This is an optimization exercise on Yosys and OpenROAD, whose aim is small area, not a production implementation. The RTL was checked by simulation tests, not by an equivalence proof against the original design. No driver is modelled on the clock port, so clocking that relies on it looks cheaper here than on a real chip. Power figures rest on the tool's default switching activity, not on a simulated workload.

==> flow/design.v <==
module apwm (
    input  wire        clk,
    input  wire        rst_n,
    input  wire        op_cfg,
    input  wire        op_start,
    input  wire        op_setduty,
    input  wire        op_irqen,
    input  wire        op_irqclr,
    input  wire [31:0] op_data,
    output wire        pwm_out,
    output wire        irq
);
    reg        cfgd, run;            
    reg        wrap_if, wrap_ie;
    reg        pwm_lt;               
    reg [15:0] top, div, cc, cc_act, pre, ctr;
    wire uninit = ~cfgd;
    wire run_n  = run | (cfgd & op_start);
    wire [15:0] pre_inc, ctr_inc, pre_ne, ctr_ne, act_ne;
    wire [16:0] cp, cc_c;
    wire pre_end;
    assign cp[0]   = 1'b1;
    assign cc_c[0] = pre_end;
    genvar i;
    generate
        for (i = 0; i < 16; i = i + 1) begin : g_bit
            assign pre_inc[i] = pre[i] ^ cp[i];
            assign cp[i+1]    = pre[i] & cp[i];
            assign pre_ne[i]  = pre_inc[i] ^ div[i];
            assign ctr_inc[i] = ctr[i] ^ cc_c[i];
            assign cc_c[i+1]  = ctr[i] & cc_c[i];
            assign ctr_ne[i]  = ctr_inc[i] ^ top[i];
            assign act_ne[i]  = ctr_inc[i] ^ cc_act[i];
        end
    endgenerate
    assign pre_end = ~|pre_ne;
    wire   ctr_end = ~|ctr_ne;
    wire   wrap    = run_n & pre_end & ctr_end;
    wire   cc_hi   = |cc[15:1];
    wire   cc_nz   = cc_hi | cc[0];
    always @(posedge clk or negedge rst_n) begin
        if (!rst_n) begin
            cfgd    <= 1'b0;
            run     <= 1'b0;
            wrap_if <= 1'b0;
            wrap_ie <= 1'b0;
        end else begin
            if (uninit && op_cfg && op_data[15:0] != 16'd0 && op_data[31:16] != 16'd0)
                cfgd <= 1'b1;
            run <= run_n;
            if (op_irqen && cfgd)
                wrap_ie <= op_data[0];
            if (wrap)
                wrap_if <= 1'b1;
            else if (op_irqclr)
                wrap_if <= 1'b0;
        end
    end
    always @(posedge clk) begin
        if (uninit) begin
            top <= op_data[15:0];
            div <= op_data[31:16];
        end
        cc  <= uninit ? 16'd0 : (op_setduty ? op_data[15:0] : cc);
        pre <= (!run_n || pre_end) ? 16'd0 : pre_inc;
        ctr <= (!run_n || wrap) ? 16'd0 : ctr_inc;
        if (!run || wrap)
            cc_act <= cc;
        if (!run || wrap)
            pwm_lt <= cc_nz & ~(~run & pre_end & ~ctr_end & ~cc_hi);
        else if (pre_end && !(|act_ne))
            pwm_lt <= 1'b0;
    end
    assign pwm_out = run & pwm_lt;
    assign irq     = wrap_if & wrap_ie;
endmodule
module btn #(
    parameter HAS_PLAY = 1
) (
    input  wire       clk,
    input  wire       rst_n,
    input  wire       sample,
    input  wire       pin_n,
    input  wire       clear,
    output wire       edge_o,
    output wire       level,
    output wire       pressed,
    output wire [1:0] play
);
    reg s1, s2, level_r, pressed_r, paused;
    wire hit = sample & s2 & ~level_r;
    always @(posedge clk or negedge rst_n) begin
        if (!rst_n) begin
            s1        <= 1'b0;
            s2        <= 1'b0;
            level_r   <= 1'b0;
            pressed_r <= 1'b0;
            paused    <= 1'b0;
        end else begin
            if (sample) begin
                s2      <= s1;
                s1      <= ~pin_n;
                level_r <= s2;
            end
            if (hit)
                pressed_r <= 1'b1;
            else if (clear)
                pressed_r <= 1'b0;
            if (HAS_PLAY && hit)
                paused <= ~paused;
        end
    end
    assign edge_o  = hit;
    assign level   = level_r;
    assign pressed = pressed_r;
    assign play    = HAS_PLAY ? {paused, ~paused} : 2'd0;
endmodule
module core_irq (
    input  wire clk,
    input  wire rst_n,
    input  wire irq_in,
    input  wire op_wfi,
    input  wire op_csenter,
    input  wire op_csexit,
    input  wire cs_bit,
    input  wire op_irqret,
    output wire imask,
    output wire inh,
    output wire waiting
);
    reg imask_r, inh_r, waiting_r;
    wire entry = irq_in & ~imask_r & ~inh_r;
    always @(posedge clk or negedge rst_n) begin
        if (!rst_n) begin
            imask_r   <= 1'b0;
            inh_r     <= 1'b0;
            waiting_r <= 1'b0;
        end else begin
            if (op_csenter)
                imask_r <= 1'b1;
            else if (op_csexit)
                imask_r <= cs_bit;
            if (entry)
                inh_r <= 1'b1;
            else if (op_irqret && inh_r)
                inh_r <= 1'b0;
            if (op_wfi)
                waiting_r <= 1'b1;
            else if (op_irqret && inh_r)
                waiting_r <= 1'b0;
        end
    end
    assign imask   = imask_r;
    assign inh     = inh_r;
    assign waiting = waiting_r;
endmodule
module dropstick_corea (
    input  wire        clk,
    input  wire        rst_n,
    input  wire        op_cfg,
    input  wire        op_start,
    input  wire        op_setduty,
    input  wire        op_irqen,
    input  wire        op_irqclr,
    input  wire [31:0] op_data,
    output wire        pwm_out,
    output wire        irq,
    input  wire        btn0_pin_n,
    input  wire        btn0_sample,
    input  wire        btn0_clear,
    output wire        btn0_edge,
    output wire        btn0_level,
    output wire        btn0_pressed,
    output wire [1:0]  btn0_play,
    input  wire        btn1_pin_n,
    input  wire        btn1_sample,
    input  wire        btn1_clear,
    output wire        btn1_edge,
    output wire        btn1_level,
    output wire        btn1_pressed,
    input  wire        core_wfi,
    input  wire        core_csenter,
    input  wire        core_csexit,
    input  wire        core_cs_bit,
    input  wire        core_irqret,
    output wire        core_imask,
    output wire        core_inh,
    output wire        core_waiting
);
    wire [1:0] btn1_play_unused;
    apwm u_apwm (
        .clk(clk), .rst_n(rst_n),
        .op_cfg(op_cfg), .op_start(op_start), .op_setduty(op_setduty),
        .op_irqen(op_irqen), .op_irqclr(op_irqclr), .op_data(op_data),
        .pwm_out(pwm_out), .irq(irq)
    );
    btn #(.HAS_PLAY(1)) u_btn0 (
        .clk(clk), .rst_n(rst_n),
        .sample(btn0_sample), .pin_n(btn0_pin_n), .clear(btn0_clear),
        .edge_o(btn0_edge), .level(btn0_level), .pressed(btn0_pressed),
        .play(btn0_play)
    );
    btn #(.HAS_PLAY(0)) u_btn1 (
        .clk(clk), .rst_n(rst_n),
        .sample(btn1_sample), .pin_n(btn1_pin_n), .clear(btn1_clear),
        .edge_o(btn1_edge), .level(btn1_level), .pressed(btn1_pressed),
        .play(btn1_play_unused)
    );
    core_irq u_core (
        .clk(clk), .rst_n(rst_n), .irq_in(irq),
        .op_wfi(core_wfi), .op_csenter(core_csenter), .op_csexit(core_csexit),
        .cs_bit(core_cs_bit), .op_irqret(core_irqret),
        .imask(core_imask), .inh(core_inh), .waiting(core_waiting)
    );
endmodule
export LEC_CHECK = 0
export CAP_MARGIN = 20
export CORE_MARGIN = 2
export CORE_UTILIZATION = 65
export SLEW_MARGIN = 20
create_clock -name core_clock -period 10.0 [get_ports {clk}]
standard.sh (not shown) runs the stock make flow with config.mk's settings and CLKGATE_MAP_FILE= SYNTH_SCRIPT=/design/flow/synth_recipe.tcl, a recipe that flattens the netlist after the stock synthesis.
==> flow/flow/run.sh <==
#!/bin/bash
# Own layout flow: the standard flow (standard.sh, which runs the standard
# synthesis unchanged), with
#  - the port buffers made of the smallest buffer cell instead of clkdlybuf4s50_1,
#  - a clock tree of clkbuf_8 without dummy loads,
#  - cells on paths with spare slack downsized after placement and after CTS.
# Each tool's full output goes to ORFS's own logs (orfs/logs/...) and to
# flow_standard.log in the work folder.
set -uo pipefail
here=$(cd "$(dirname "$0")" && pwd)
export BUFFER_PORTS_ARGS="-buffer_cell sky130_fd_sc_hd__buf_1"
export CTS_ARGS="-sink_clustering_enable -repair_clock_nets -buf_list sky130_fd_sc_hd__clkbuf_8 -dont_use_dummy_load"
export POST_RESIZE_TCL="$here/recover.tcl"
export POST_CTS_TCL="$here/recover.tcl"
bash standard.sh > flow_standard.log 2>&1
==> flow/flow/recover.tcl <==
# Downsize cells on paths with spare setup slack (area/power recovery).
repair_timing -recover_power 100 -verbose
Then changed:
- CORE_UTILIZATION: 65 -> 40
- first-iteration DRC count came out lower by 16%
- worst hold slack is worse by 0.0080 ns
- power came out higher by 1.2%
Then changed:
- CORE_UTILIZATION: 40 -> 80
Outcome: Final cell count goes down by roughly a tenth. Final area shrinks slightly. Register-to-register slack got worse by 0.02 ns. Die area decreases by well over a third. Worst hold slack hardly moves. Clock power went down slightly. Synthesized cell count is unchanged.

[what the ideal ports hide]
The results above use ideal ports. As a check the final layouts listed here were re-extracted and re-timed, cells and wires unchanged.
Step 1 (the two cells are an assumption about what drives the block):
set clk [get_ports {clk}]
set_driving_cell -lib_cell sky130_fd_sc_hd__clkbuf_16 $clk
set_driving_cell -lib_cell sky130_fd_sc_hd__buf_2 [delete_from_list [all_inputs] $clk]
Step 2, shift: input delay + t, output delay - t, t = (earliest + latest rising clock arrival at the registers) / 2. This alone moves slack from input paths to output paths.
a / b / c = ideal / step 1 / step 2; a / b = the first two.
run	shift t [ns]	slack for setup (ns)	pins driven straight from the clock port
the first run	0.421	0.786 / 0.786 / 0.786	1
the second run	0.446	0.647 / 0.647 / 0.647	1
the third run	0.442	0.631 / 0.631 / 0.631	1
After both steps setup and hold are still met in every run listed.
